Background: an optimization exercise with open tools, aiming at small area, a short achievable clock period and few clock cycles. Do not read the settings as production practice. Function was not checked in any run shown here: the RTL went through the layout flow alone.

==> flow/config.mk <==
export PLATFORM = sky130hd
export DESIGN_NAME = fsk_f2s
export DESIGN_NICKNAME = fsk_f2s
export VERILOG_FILES = /design/flow/design.v
export SDC_FILE = /design/flow/constraint.sdc
export NUM_CORES = 4
export LEC_CHECK = 0
export CAP_MARGIN = 20
export CORE_MARGIN = 2
export CORE_UTILIZATION = 40
export SLEW_MARGIN = 20
==> flow/constraint.sdc <==
create_clock -name core_clock -period 18.0 [get_ports {clk}]
set_input_delay 3.6000 -clock core_clock [delete_from_list [all_inputs] [get_ports {clk}]]
set_output_delay 3.6000 -clock core_clock [all_outputs]
set_load 0.01 [all_outputs]
==> flow/design.v <==
module fsk_freq_table (
    input  wire [6:0]  idx,
    output reg  [12:0] tbl_freq,
    output reg  [7:0]  tbl_code
);
  always @(*) begin
    tbl_freq = 13'd1000 + {idx, 5'd0} + {1'b0, idx, 4'd0} + {5'd0, idx, 1'b0};
    if (idx < 7'd26)       tbl_code = {1'b0, idx} + 8'h41;
    else if (idx < 7'd52)  tbl_code = {1'b0, idx} + 8'h47;
    else if (idx < 7'd62)  tbl_code = {1'b0, idx} - 8'h04;
    else if (idx < 7'd67)  tbl_code = {1'b0, idx} + 8'h42;
    else                   tbl_code = 8'h00;
    if (idx > 7'd66) tbl_freq = 13'd0;
  end
endmodule
module fsk_f2s (
    input  wire        clk,
    input  wire        rst,           
    input  wire        in_valid,
    output wire        in_ready,
    input  wire [63:0] in_num,
    input  wire [63:0] in_den,
    input  wire [31:0] in_tol,
    input  wire        in_gate_en,
    input  wire [31:0] in_gate_lo,
    input  wire [31:0] in_gate_hi,
    output reg         out_valid,
    output reg  [1:0]  out_status,
    output reg  [7:0]  out_code,
    output reg  [6:0]  out_index
);
  localparam [1:0] ST_FOUND    = 2'd0;
  localparam [1:0] ST_NOTFOUND = 2'd1;
  localparam [1:0] ST_ILLEGAL  = 2'd2;
  localparam [1:0] ST_GATED    = 2'd3;
  parameter [6:0] REG_AFTER = 7'b111_1111;
  reg        v0;
  reg [63:0] n0, d0;
  reg [31:0] t0, lo0, hi0;
  reg        ge0, fast0, sat0, s3_0, gz0;
  wire slow0 = ~fast0 & ~sat0;
  assign in_ready = ~(v0 & slow0);
  wire accept = in_valid & in_ready;
  wire in_fast = in_den > {13'd0, in_num[63:13]};
  wire in_sat  = in_den <= {39'd0, in_num[63:39]};
  wire in_q26  = in_den > {26'd0, in_num[63:26]};    
  function [5:0] lzc64(input [63:0] x);
    reg [31:0] a;
    reg [15:0] b;
    reg [7:0]  c;
    reg [3:0]  e;
    reg [1:0]  f;
    begin
      lzc64[5] = ~|x[63:32];
      a = lzc64[5] ? x[31:0] : x[63:32];
      lzc64[4] = ~|a[31:16];
      b = lzc64[4] ? a[15:0] : a[31:16];
      lzc64[3] = ~|b[15:8];
      c = lzc64[3] ? b[7:0] : b[15:8];
      lzc64[2] = ~|c[7:4];
      e = lzc64[2] ? c[3:0] : c[7:4];
      lzc64[1] = ~|e[3:2];
      f = lzc64[1] ? e[1:0] : e[3:2];
      lzc64[0] = ~f[1];
    end
  endfunction
  function [13:0] sat14(input [31:0] x);
    sat14 = (x[31:13] != 19'd0) ? 14'd8192 : {1'b0, x[12:0]};
  endfunction
  localparam MW = 50;
  localparam M_V = 0, M_FX = 1, M_FST = 2, M_SLOW = 4, M_PR = 5, M_GE = 7,
             M_LO = 8, M_HI = 22, M_T = 36;
  reg busy;
  wire inj_slow1 = v0 & slow0 & ~busy;
  wire inj_fast  = v0 & ~slow0;
  wire [5:0]   lz   = lzc64(d0);
  wire [5:0]   sx   = fast0 ? lz : (s3_0 ? lz - 6'd26 : lz - 6'd13);
  wire [63:0]  dn   = d0 << lz;
  wire [76:0]  xn   = {13'd0, n0} << sx;
  wire         ill0 = (d0 == 64'd0);
  reg [MW-1:0] ma_in;
  always @(*) begin
    ma_in = {MW{1'b0}};
    ma_in[M_V]  = inj_fast | inj_slow1;
    ma_in[M_GE] = ge0;
    ma_in[M_LO +: 14] = gz0 ? 14'd8192 : sat14(lo0);
    ma_in[M_HI +: 14] = sat14(hi0);
    ma_in[M_T  +: 14] = sat14(t0);
    ma_in[M_FX] = sat0 & ~slow0;
    ma_in[M_FST +: 2] = ill0 ? ST_ILLEGAL : (ge0 ? ST_GATED : ST_NOTFOUND);
    ma_in[M_SLOW] = slow0;
    ma_in[M_PR +: 2] = slow0 ? (s3_0 ? 2'd2 : 2'd1) : 2'd0;
  end
  reg [62:0]   a_s;
  reg [13:0]   a_b;
  reg [63:0]   a_d;
  reg [MW-1:0] a_m;
  always @(posedge clk) begin
    a_s <= xn[76:14];
    a_b <= xn[13:0];
    a_d <= dn;
    a_m[MW-1:1] <= ma_in[MW-1:1];
    a_m[0] <= rst ? 1'b0 : ma_in[0];
  end
  wire [64:0]   s_w [0:7];    
  wire [64:0]   c_w [0:7];
  wire [63:0]   d_w [0:7];    
  wire [13:0]   b_w [0:7];    
  wire [13:0]   p_w [0:7];    
  wire [13:0]   n_w [0:7];    
  wire [MW-1:0] m_w [0:7];
  wire [64:0]   sm = s_w[0];
  wire [64:0]   cm = c_w[0];
  wire [13:0]   pm = p_w[0];
  wire [13:0]   nm = n_w[0];
  wire [MW-1:0] mm = m_w[0];
  wire mv    = mm[M_V];
  wire mslow = mm[M_SLOW];
  wire [1:0] mpr = mm[M_PR+1:M_PR];
  wire inj_rec = mv & mslow & (mpr != 2'd0);
  reg [MW-1:0] m_st;
  always @(*) begin
    m_st = a_m;
    if (inj_rec) begin
      m_st = mm;
      m_st[M_PR +: 2] = mpr - 2'd1;
    end
  end
  assign s_w[7] = inj_rec ? sm : {2'b00, a_s};
  assign c_w[7] = inj_rec ? cm : 65'd0;
  assign b_w[7] = inj_rec ? 14'd0 : a_b;
  assign d_w[7] = a_d;
  assign p_w[7] = 14'd0;
  assign n_w[7] = 14'd0;
  assign m_w[7] = m_st;
  genvar j;
  generate
    for (j = 6; j >= 0; j = j - 1) begin : g_step
      wire [64:0] s = s_w[j+1];
      wire [64:0] c = c_w[j+1];
      wire [63:0] d = d_w[j+1];
      wire [66:0] a  = {s, b_w[j+1][2*j+1:2*j]};
      wire [66:0] bb = {c, 2'b00};
      wire [6:0] e = a[66:60] + bb[66:60];
      wire [2:0] di = d[62:60];
      reg signed [6:0] m2, m1, m0, mn;
      always @(*) begin
        case (di)
          3'd0: begin m2 = 7'sd12; m1 = 7'sd3; m0 = -7'sd5;  mn = -7'sd13; end
          3'd1: begin m2 = 7'sd14; m1 = 7'sd4; m0 = -7'sd6;  mn = -7'sd15; end
          3'd2: begin m2 = 7'sd15; m1 = 7'sd4; m0 = -7'sd6;  mn = -7'sd16; end
          3'd3: begin m2 = 7'sd16; m1 = 7'sd4; m0 = -7'sd7;  mn = -7'sd18; end
          3'd4: begin m2 = 7'sd18; m1 = 7'sd5; m0 = -7'sd8;  mn = -7'sd20; end
          3'd5: begin m2 = 7'sd19; m1 = 7'sd5; m0 = -7'sd8;  mn = -7'sd21; end
          3'd6: begin m2 = 7'sd20; m1 = 7'sd5; m0 = -7'sd9;  mn = -7'sd23; end
          default: begin m2 = 7'sd22; m1 = 7'sd6; m0 = -7'sd10; mn = -7'sd25; end
        endcase
      end
      wire signed [6:0] es = e;
      wire ge2 = es >= m2;
      wire ge1 = es >= m1;
      wire ge0_ = es >= m0;
      wire gen = es >= mn;
      wire qpos = ge1;                  
      wire qneg = ~ge0_;                
      wire mag2 = ge2 | ~gen;           
      wire mag1 = (ge1 & ~ge2) | (gen & ~ge0_);   
      wire [64:0] mag = ({65{mag2}} & {d, 1'b0}) | ({65{mag1}} & {1'b0, d});
      wire [64:0] x   = {65{qpos}} ^ mag;
      wire [64:0] sn  = a[64:0] ^ bb[64:0] ^ x;
      wire [64:0] cn  = {(a[63:0] & bb[63:0]) | (a[63:0] & x[63:0]) | (bb[63:0] & x[63:0]), qpos};
      wire [13:0] pn  = p_w[j+1] | ({12'd0, qpos & mag2, qpos & mag1} << (2*j));
      wire [13:0] nn  = n_w[j+1] | ({12'd0, qneg & mag2, qneg & mag1} << (2*j));
      if (REG_AFTER[j]) begin : g_reg
        reg [64:0]   s_q, c_q;
        reg [63:0]   d_q;
        reg [13:0]   b_q, p_q, n_q;
        reg [MW-1:0] m_q;
        always @(posedge clk) begin
          s_q <= sn;
          c_q <= cn;
          d_q <= d;
          b_q <= b_w[j+1];
          p_q <= pn;
          n_q <= nn;
          m_q[MW-1:1] <= m_w[j+1][MW-1:1];
          m_q[0] <= rst ? 1'b0 : m_w[j+1][0];
        end
        assign s_w[j] = s_q;
        assign c_w[j] = c_q;
        assign d_w[j] = d_q;
        assign b_w[j] = b_q;
        assign p_w[j] = p_q;
        assign n_w[j] = n_q;
        assign m_w[j] = m_q;
      end else begin : g_comb
        assign s_w[j] = sn;
        assign c_w[j] = cn;
        assign d_w[j] = d;
        assign b_w[j] = b_w[j+1];
        assign p_w[j] = pn;
        assign n_w[j] = nn;
        assign m_w[j] = m_w[j+1];
      end
    end
  endgenerate
  reg [27:0] accp, accn;
  wire [64:0] wr   = sm + cm;
  wire        wneg = wr[64];
  wire        wnz  = |wr;
  wire [14:0] qlow = {1'b0, pm} - {1'b0, nm} - {14'd0, wneg};
  reg        f1_v, f1_slow, f1_fx, f1_ge, f1_rnz;
  reg [1:0]  f1_fst;
  reg [14:0] f1_q;
  reg [13:0] f1_lo, f1_hi, f1_t;
  always @(posedge clk) begin
    f1_v    <= rst ? 1'b0 : (mv & ~inj_rec);
    f1_slow <= mslow;
    f1_fx   <= mm[M_FX];
    f1_fst  <= mm[M_FST +: 2];
    f1_ge   <= mm[M_GE];
    f1_rnz  <= wnz;
    f1_q    <= qlow;
    f1_lo   <= mm[M_LO +: 14];
    f1_hi   <= mm[M_HI +: 14];
    f1_t    <= mm[M_T  +: 14];
  end
  wire done_slow = f1_v & f1_slow;
  always @(posedge clk) begin
    if (rst) begin
      v0   <= 1'b0;
      busy <= 1'b0;
    end else begin
      if (in_ready) v0 <= in_valid;
      else if (done_slow) v0 <= 1'b0;
      if (inj_slow1) busy <= 1'b1;
      else if (done_slow) busy <= 1'b0;
    end
    if (accept) begin
      n0    <= in_num;
      d0    <= in_den;
      t0    <= in_tol;
      lo0   <= in_gate_lo;
      hi0   <= in_gate_hi;
      ge0   <= in_gate_en;
      fast0 <= in_fast;
      sat0  <= in_sat;
      s3_0  <= ~in_q26;
      gz0   <= in_gate_en & (in_num == 64'd0);
    end
    if (inj_slow1) begin
      accp <= 28'd0;
      accn <= 28'd0;
    end else if (inj_rec) begin
      accp <= {accp[13:0], pm};
      accn <= {accn[13:0], nm};
    end
  end
  wire [13:0] q_f  = f1_q[13:0];    
  wire [13:0] qc_f = q_f + {13'd0, f1_rnz};
  wire gok_f = (q_f >= f1_lo) & (qc_f <= f1_hi);
  wire signed [16:0] v_f = $signed({3'd0, qc_f}) - $signed({3'd0, f1_t}) - 17'sd1000;
  wire signed [16:0] s_f = $signed({3'd0, q_f}) + $signed({3'd0, f1_t}) - 17'sd1000;
  wire [41:0] q_sc = {accp - accn, 14'd0} + {{27{f1_q[14]}}, f1_q};
  wire [39:0] q_full = s3_0 ? {1'b0, q_sc[41:2]} : q_sc[40:1];
  wire        rnz_s  = f1_rnz | q_sc[0] | (s3_0 & q_sc[1]);
  wire [40:0] qc_full = {1'b0, q_full} + {40'd0, rnz_s};
  wire gok_s = ({1'b0, q_full} >= {9'd0, lo0}) & (qc_full <= {9'd0, hi0});
  wire signed [42:0] w_s = $signed({2'd0, qc_full}) - $signed({11'd0, t0}) - 43'sd1000;
  wire v_le0  = f1_slow ? (w_s <= 0)    : (v_f <= 0);
  wire v_big  = f1_slow ? (w_s > 3300)  : (v_f > 3300);
  wire [11:0] v12 = f1_slow ? w_s[11:0] : v_f[11:0];
  wire s_neg  = ~f1_slow & (s_f < 0);
  wire s_big  = f1_slow | (s_f >= 3300);
  wire [11:0] s12 = s_f[11:0];
  wire gated  = (f1_slow ? ge0 : f1_ge) & ~(f1_slow ? gok_s : gok_f);
  reg        f2_v, f2_fx, f2_gated, f2_vle0, f2_vbig, f2_sneg, f2_sbig;
  reg [1:0]  f2_fst;
  reg [11:0] f2_v12, f2_s12;
  always @(posedge clk) begin
    f2_v     <= rst ? 1'b0 : f1_v;
    f2_fx    <= f1_fx;
    f2_fst   <= f1_fst;
    f2_gated <= gated;
    f2_vle0  <= v_le0;
    f2_vbig  <= v_big;
    f2_v12   <= v12;
    f2_sneg  <= s_neg;
    f2_sbig  <= s_big;
    f2_s12   <= s12;
  end
  wire [11:0] vp = f2_v12 + 12'd49;
  wire [23:0] vm = vp * 11'd1311;
  wire [23:0] sm50 = f2_s12 * 11'd1311;
  wire [6:0]  ia = f2_vle0 ? 7'd0 : vm[22:16];
  wire [6:0]  ib = sm50[22:16];
  reg        f3_v, f3_fx, f3_gated;
  reg [1:0]  f3_fst;
  reg [6:0]  f3_ia, f3_ib;
  reg        f3_sbig, f3_sneg, f3_vbig;
  always @(posedge clk) begin
    f3_v     <= rst ? 1'b0 : f2_v;
    f3_fx    <= f2_fx;
    f3_fst   <= f2_fst;
    f3_gated <= f2_gated;
    f3_ia    <= ia;
    f3_ib    <= ib;
    f3_sbig  <= f2_sbig;
    f3_sneg  <= f2_sneg;
    f3_vbig  <= f2_vbig;
  end
  wire found = ~f3_vbig & (f3_sbig | (~f3_sneg & (f3_ia <= f3_ib)));
  wire [12:0] tbl_freq;
  wire [7:0]  tbl_code;
  fsk_freq_table u_table (
      .idx      (f3_ia),
      .tbl_freq (tbl_freq),
      .tbl_code (tbl_code)
  );
  always @(posedge clk) begin
    out_valid <= rst ? 1'b0 : f3_v;
    if (f3_fx) begin
      out_status <= f3_fst;
      out_code   <= 8'd0;
      out_index  <= 7'd0;
    end else if (f3_gated) begin
      out_status <= ST_GATED;
      out_code   <= 8'd0;
      out_index  <= 7'd0;
    end else if (found) begin
      out_status <= ST_FOUND;
      out_code   <= tbl_code;
      out_index  <= f3_ia;
    end else begin
      out_status <= ST_NOTFOUND;
      out_code   <= 8'd0;
      out_index  <= 7'd0;
    end
  end
endmodule
==> flow/run.sh <==
#!/bin/bash
# synth_recipe.tcl (not shown) runs the flow's synth.tcl, then flattens the netlist and writes it again
# the make line also repeats each setting of config.mk as NAME=value (left out here)
make -C /OpenROAD-flow-scripts/flow DESIGN_CONFIG=/design/flow/config.mk WORK_HOME=/design/flow/orfs CLKGATE_MAP_FILE= SYNTH_SCRIPT=/design/flow/synth_recipe.tcl finish
==> impl_metrics.env, run 1 <==
export IMPL_syn_avg_cell_area_um2=9.99
export IMPL_layout_nets=13305
export IMPL_antenna_found_initial=10
export IMPL_setup_viol=0
export IMPL_cp_arrival_ps=9960
export IMPL_start_util_pct=40.2
export IMPL_worstPathMaxFanout=7
export IMPL_worst_slack_ps=8810
export IMPL_dieArea_um2=293000
export IMPL_synth_fp_nets=13121
export IMPL_maxCapViolations=0
export IMPL_hold_path_class="flop to flop"
export IMPL_area_delta_synth_final_pct=13.3
export IMPL_die_h_um=541
export IMPL_grt_ovfl_total=0
export IMPL_synth_flop_cell="dfxtp_1"
export IMPL_cts_made_buffers=266
export IMPL_fin_skew_ps=82.6
export IMPL_pin_count=247
export IMPL_cts_buffer_depth=4
export IMPL_synth_edf_count=229
export IMPL_dr_wl_met2_um=159000
export IMPL_post_place_ws_ps=8980
export IMPL_grt_pass1_vias=83460
export IMPL_cts_htree_levels=5
export IMPL_grt_start_max_net_pins=133
export IMPL_ys_async_sr_fraction_pct=0
export IMPL_slew_headroom_pct=24.5
export IMPL_critPathMaxStageDelay_ps=850
export IMPL_cts_tree="built"
export IMPL_ctsRootBufferMaster="clkbuf_16"
export IMPL_cp_start_kind="flop"
export IMPL_rsz0062_at_grt="no"
export IMPL_synth_area_um2=116000
export IMPL_worst_setup_path_type="flop to flop"
export IMPL_num_vias=80441
export IMPL_rows=197
export IMPL_whs_path_depth=0
export IMPL_gp_congestion=0.961
export IMPL_grt_pass1_wl_um=519000
export IMPL_utilization_pct=45.5
export IMPL_drv_slew=0
export IMPL_viasPerCell=5.11
export IMPL_reg2reg_from="accn[0]"
export IMPL_fin_crit_sh_pct=51.1
export IMPL_min_period_ps=9190
export IMPL_min_from="g_step[5].g_reg.n_q[13]"
export IMPL_ant_nets=0
export IMPL_postCtsSetupRepairBufs=0
export IMPL_path_clk_slew_ps=70
export IMPL_cts_resized=0
export IMPL_wl_per_cell_um=21.6
export IMPL_r2r_cells=37
export IMPL_dr_wl_met3_um=16400
export IMPL_clock_sinks=2413
export IMPL_wirelength_um=340000
export IMPL_cpMaxStageDelayCell="a2111oi_0"
export IMPL_tns_ps=0
export IMPL_ff2ff_setup_slack_ps=8810
export IMPL_crit_top_cell="a21oi_1"
export IMPL_layout_drive_gt1_share_pct=5.40
export IMPL_clk_latency_ps=890
export IMPL_yosys_warnings=2
export IMPL_ys_ff_latch=2413
export IMPL_drt_pass1_iter_count=6
export IMPL_cts_hold_buf=0
export IMPL_cp_required_ps=18770
export IMPL_max_freq_mhz=109
export IMPL_cp_end_kind="flop"
export IMPL_placed_cells=15259
export IMPL_grtUsageTotal_pct=23.1
export IMPL_fin_cells=15742
export IMPL_nFillCells=26840
export IMPL_met1_length_um=153000
export IMPL_tightestPinTransition_ps=1130
export IMPL_hpwl_um=267000
export IMPL_r2r_end="f2_vbig"
export IMPL_seq_area_frac_synth_pct=43.8
export IMPL_die_w_um=541
export IMPL_port_buffers=246
export IMPL_min_to="g_step[4].g_reg.n_q[13]"
export IMPL_synthCells=11562
export IMPL_hold_violations=0
export IMPL_status="finished clean"
export IMPL_first_iter_violations=5382
export IMPL_synth_cell_types=105
export IMPL_drcViolationCount=0
export IMPL_routed_top_layer="met5"
export IMPL_coreArea_um2=288000
[registers in the layout, summed over array words and instances (netlist names), 15 cells and up]
name and cells:
g_step.g_reg.m_q 350, f1_q 15, accp 28, g_step.g_reg.n_q 56, lo0 32, g_step.g_reg.d_q 384, a_m 50, g_step.g_reg.p_q 56
g_step.g_reg.s_q 455, a_s 63, d0 64, t0 32, hi0 32, n0 64, accn 28, g_step.g_reg.c_q 455
a_d 64, b_w 30
[cells in the final DEF (no fill, tap or decap), types with 72 or more instances in the layout]
cell type / count
nand3_1: 125
clkdlybuf4s50_1: 246
a21oi_1: 493
o21ai_0: 261
and2_1: 80
nor3_1: 101
nand4_1: 95
mux2i_1: 449
xnor2_1: 214
xor2_1: 527
buf_4: 72
fa_1: 532
nor2b_1: 111
nand2_1: 714
dfxtp_1: 2184
edfxtp_1: 229
a21o_1: 148
inv_1: 2188
nand2b_1: 120
a22oi_1: 457
clkbuf_16: 271
ha_1: 799
nor2_1: 456
[cell type report]
type / instances / area (µm²) / area share [%]
inverter: 2192 / 8230 / 6.29
tap: 3781 / 4730 / 3.61
antenna: 12 / 30.0 / 0.0229
sequential: 2413 / 50600 / 38.7
clock buffer: 348 / 7480 / 5.72
multi-input combinational: 6553 / 55300 / 42.2
clock inverter: 123 / 1520 / 1.16
timing repair buffer: 320 / 3030 / 2.31
[synthesized netlist by cell type, types with 30 or more instances]
master,count,share of area [%]
nor3_1,103,0.45
xor2_1,527,4.0
nand4_1,95,0.51
a21o_1,149,0.97
nor2b_1,111,0.60
nor2_1,472,1.5
inv_1,2188,7.1
o21ai_0,262,1.1
buf_2,42,0.18
nand2b_1,120,0.65
o211ai_1,33,0.21
nand3_1,125,0.54
dfxtp_1,2184,38
nand2_1,715,2.3
clkbuf_1,296,0.96
a211oi_1,55,0.36
a22oi_1,457,3.0
o21bai_1,45,0.29
nor4_1,69,0.37
fa_1,532,9.2
a21oi_1,494,2.1
buf_1,55,0.18
and3_1,58,0.31
a31oi_1,60,0.32
and2_1,83,0.45
xnor2_1,219,1.7
mux2i_1,449,3.9
o22ai_1,30,0.16
edfxtp_1,229,6.0
o21a_1,71,0.46
ha_1,799,8.7
[layer usage]
metal	vias up	track usage, %
met1	39602	30.9
met4	4	7.81
met3	531	2.80
met2	2113	38.4
li1	38191	-
met5	-	0
[cell families (layout without fill, tap and decap cells)]
family / after synthesis / in the layout / synth area share (%)
AO/OA/AOI/OAI: 1908 / 1908 / 11.0
XOR/XNOR: 748 / 748 / 5.68
adder cells (fa/ha/maj): 1331 / 1331 / 17.9
buffers and inverters: 2596 / 2983 / 8.52
flip-flops: 2413 / 2413 / 43.8
multiplexers: 497 / 497 / 4.59
other: 0 / 12 / 0
AND/OR/NAND/NOR: 2069 / 2069 / 8.55
[critical path, delay by kind of cell (launching register included)]
kind            cells  cell delay (ps)
compound gates     20             4640
simple gates        9             2080
fa+ha+maj           4             1340
xor+xnor            3              580
flops               1              370
buf+inv             1               60
[worst max path at each step]
stage	startpoint	to	slack [ps]	depth (start not counted)
6_report	accn[0]	f2_vbig	8810	37
5_1_grt	accn[0]	f2_vbig	8000	37
4_1_cts	accn[0]	f2_vbig	8920	37
3_5_place_dp	accp[0]	f2_vbig	8980	38
3_3_place_gp	accp[0]	f2_gated	8700	31
2_1_floorplan	in_valid	d0[0]	8580	1
[stage by stage]
step,hold slack (ps),instance area (µm²)
3_5_place_dp,312,122000
2_1_floorplan,310,116000
5_1_grt,273,131000
6_report,275,131000
3_3_place_gp,310,122000
4_1_cts,262,131000
==> run 2, diff against run 1 <==
--- a/flow/design.v
+++ b/flow/design.v
@@ -35,3 +35,3 @@
   localparam [1:0] ST_GATED    = 2'd3;
-  parameter [6:0] REG_AFTER = 7'b111_1111;
+  parameter [6:0] REG_AFTER = 7'b101_0101;
   reg        v0;
==> run 2 against run 1 <==
  * Largest cell class unchanged
  * Wire length down 12%
  * Clock skew is 4.3 ps higher
  * Sequential share of layout area fell by 6.2 points
  * Highest routed layer unchanged
  * Count of clock-buffer cells in the layout fell by 112
  * Synthesized cell count down 18%
  * Die area is 18% lower
  * Register-to-register slack worse by 690 ps
==> impl_metrics.env, run 2 <==
export IMPL_antenna_found_initial=18
export IMPL_cts_buffer_depth=3
export IMPL_synthCells=9463
export IMPL_layout_nets=11095
export IMPL_fin_crit_sh_pct=54.9
export IMPL_hpwl_um=238000
export IMPL_tightestPinTransition_ps=1190
export IMPL_num_vias=70709
export IMPL_cts_hold_buf=0
export IMPL_synth_top_cell_by_area="dfxtp_1"
export IMPL_gp_congestion=0.953
export IMPL_synthTopCellsByCount="1,386 x dfxtp_1, 799 x ha_1, 761 x nand2_1"
export IMPL_synth_cell_types=95
export IMPL_min_period_ps=9880
export IMPL_clk_latency_ps=870
export IMPL_cp_arrival_ps=10630
export IMPL_wirelength_um=300000
export IMPL_hold_violations=0
export IMPL_critPathBufInv=3
export IMPL_synth_top_area_share_pct=29.3
export IMPL_ant_nets=0
export IMPL_fin_worst_hold_slack_ps=262
export IMPL_max_freq_mhz=101
export IMPL_grt_pass1_wl_um=453000
export IMPL_nFillCells=22075
export IMPL_worstPathMaxFanout=63
export IMPL_grtUsageTotal_pct=24.5
export IMPL_synth_area_top_cells="dfxtp_1 29%, fa_1 11%, ha_1 11%, edfxtp_1 7.2%, xnor2_1 5.3%"
export IMPL_maxCapViolations=0
export IMPL_area_delta_synth_final_pct=12.5
export IMPL_grt_ovfl_total=0
export IMPL_grt_pass1_vias=71685
export IMPL_synth_edf_count=229
export IMPL_start_util_pct=40.3
export IMPL_path_clk_slew_ps=70
export IMPL_synth_flop_cell="dfxtp_1"
export IMPL_synth_area_um2=94900
export IMPL_setup_viol=0
export IMPL_drt_pass1_iter_count=6
export IMPL_rows=178
export IMPL_final_common_cell="dfxtp_1"
export IMPL_drcViolationCount=0
export IMPL_first_iter_violations=5415
export IMPL_drv_slew=0
export IMPL_layout_drive_gt1_share_pct=5.35
export IMPL_cts_htree_levels=4
export IMPL_cpMaxStageDelayCell="nor3_1"
export IMPL_worst_setup_path_type="flop to flop"
export IMPL_rsz0062_at_grt="no"
export IMPL_synth_most_common_cell="dfxtp_1"
export IMPL_die_w_um=491
export IMPL_viasPerCell=5.50
export IMPL_final_cell_mix="1,386 x dfxtp_1, 799 x ha_1, 759 x nand2_1"
export IMPL_cp_top_family="adder cells"
export IMPL_largest_registers="g_step.g_reg.c_q (260), g_step.g_reg.s_q (260), g_step.g_reg.m_q (200)"
export IMPL_synth_fp_nets=11022
export IMPL_slew_headroom_pct=20.6
export IMPL_ctsRootBufferMaster="clkbuf_16"
export IMPL_multi_input_area_um2=55900
export IMPL_cp_required_ps=18750
export IMPL_pin_count=247
export IMPL_worst_slack_ps=8120
export IMPL_cts_tree="built"
export IMPL_clock_sinks=1615
export IMPL_grt_start_max_net_pins=181
export IMPL_syn_avg_cell_area_um2=10.0
export IMPL_hold_path_class="flop to flop"
export IMPL_post_place_ws_ps=8210
export IMPL_dieArea_um2=241000
export IMPL_port_buffers=246
export IMPL_cts_made_buffers=174
export IMPL_ys_async_sr_fraction_pct=0
export IMPL_yosys_warnings=2
export IMPL_seq_area_frac_synth_pct=36.5
export IMPL_status="finished clean"
export IMPL_cp_end_kind="flop"
export IMPL_register_area_um2=34600
export IMPL_coreArea_um2=235000
export IMPL_wl_per_cell_um=23.4
export IMPL_cts_resized=0
export IMPL_cp_start_kind="flop"
export IMPL_die_h_um=491
export IMPL_tns_ps=0
export IMPL_fin_skew_ps=86.9
export IMPL_postCtsSetupRepairBufs=0
export IMPL_critPathMaxStageDelay_ps=800
export IMPL_ys_ff_latch=1615
[run 2: cell type report]
cell class | count | area share, %
well taps | 3150 | 3.69
repair buffers | 321 | 2.86
flip-flops and latches | 1615 | 32.4
clock buffers | 236 | 4.64
inverters | 748 | 2.63
clock inverters | 90 | 1.31
multi-input cells | 6676 | 52.4
diodes | 9 | 0.0211
[run 2: logic make-up after synthesis]
kind of cell	after synthesis	synth area share [%]
multiplexers	497	5.45
buffers and inverters	1172	4.75
AO/OA/AOI/OAI	2018	14.2
XOR/XNOR	729	6.74
AND/OR/NAND/NOR	2101	10.6
flip-flops	1615	36.5
adder cells (fa/ha/maj)	1331	21.8
[run 2: path summary, 6_finish.rpt]
check | from | slack, ps | to | cells after the start
hold reg to reg | f1_fst[0] | 260 | f2_fst[0] | 0
setup reg to reg | g_step[2].g_reg.s_q[58] | 8120 | g_step[0].g_reg.s_q[48] | 29
hold / removal | f1_fst[0] | 260 | f2_fst[0] | 0
setup / recovery | g_step[2].g_reg.s_q[58] | 8120 | g_step[0].g_reg.s_q[48] | 29
[run 2: worst register-to-register path: cells and delay by family (launching register included)]
family / cells / cell delay [ps]
simple gates: 7 / 1700
compound gates: 7 / 2020
xor+xnor: 4 / 1420
flops: 1 / 340
buf+inv: 3 / 1380
fa+ha+maj: 8 / 2930
[run 2: per-layer routing]
metal | vias up | wire (µm) | GRT usage (%)
met3 | 504 | 15300 | 3.26
met2 | 2180 | 141000 | 40.7
li1 | 33191 | - | -
met5 | - | 88 | 0
met4 | 14 | 15000 | 10.9
met1 | 34820 | 129000 | 31.7
[run 2: metrics by stage]
step / cell area, µm² / std cells / utilization, %
finish: 107000 / 12845 / 45.3
global route: 107000 / 12838 / 45.3
CTS: 107000 / 12835 / 45.3
detailed placement: 100000 / 12509 / 42.6
global placement: 100000 / 12508 / 42.6
floorplan: 94900 / 9463 / -

afterwards: timing with drivers on the ports:
In the flow no input, the clock included, has a driving cell. The finished layouts below were timed again as built, in two steps. Step 1 assumes that a clkbuf_16 drives the clock port and a buf_2 every other input. Step 2 adds t to the input delays and takes it off the output delays; t is the mean of the earliest and latest rising clock arrival at the registers after step 1. Input paths then give back, and output paths get back, about the clock's delay inside the block. a / b / c = no drivers / after step 1 / after step 2; a / b = the first two.
run	shift t [ns]	setup slack, ns	worst hold slack (ns)	clock arrival spread, ns	worst slew at a driven data input, ns
run 1	0.948	8.810 / 8.810 / 8.810	0.275 / 0.275 / 0.275	0.085 / 0.085	0.13
run 2	0.913	8.119 / 8.119 / 8.119	0.262 / 0.262 / 0.262	0.089 / 0.089	0.10
After both steps setup and hold are still met in every run listed.
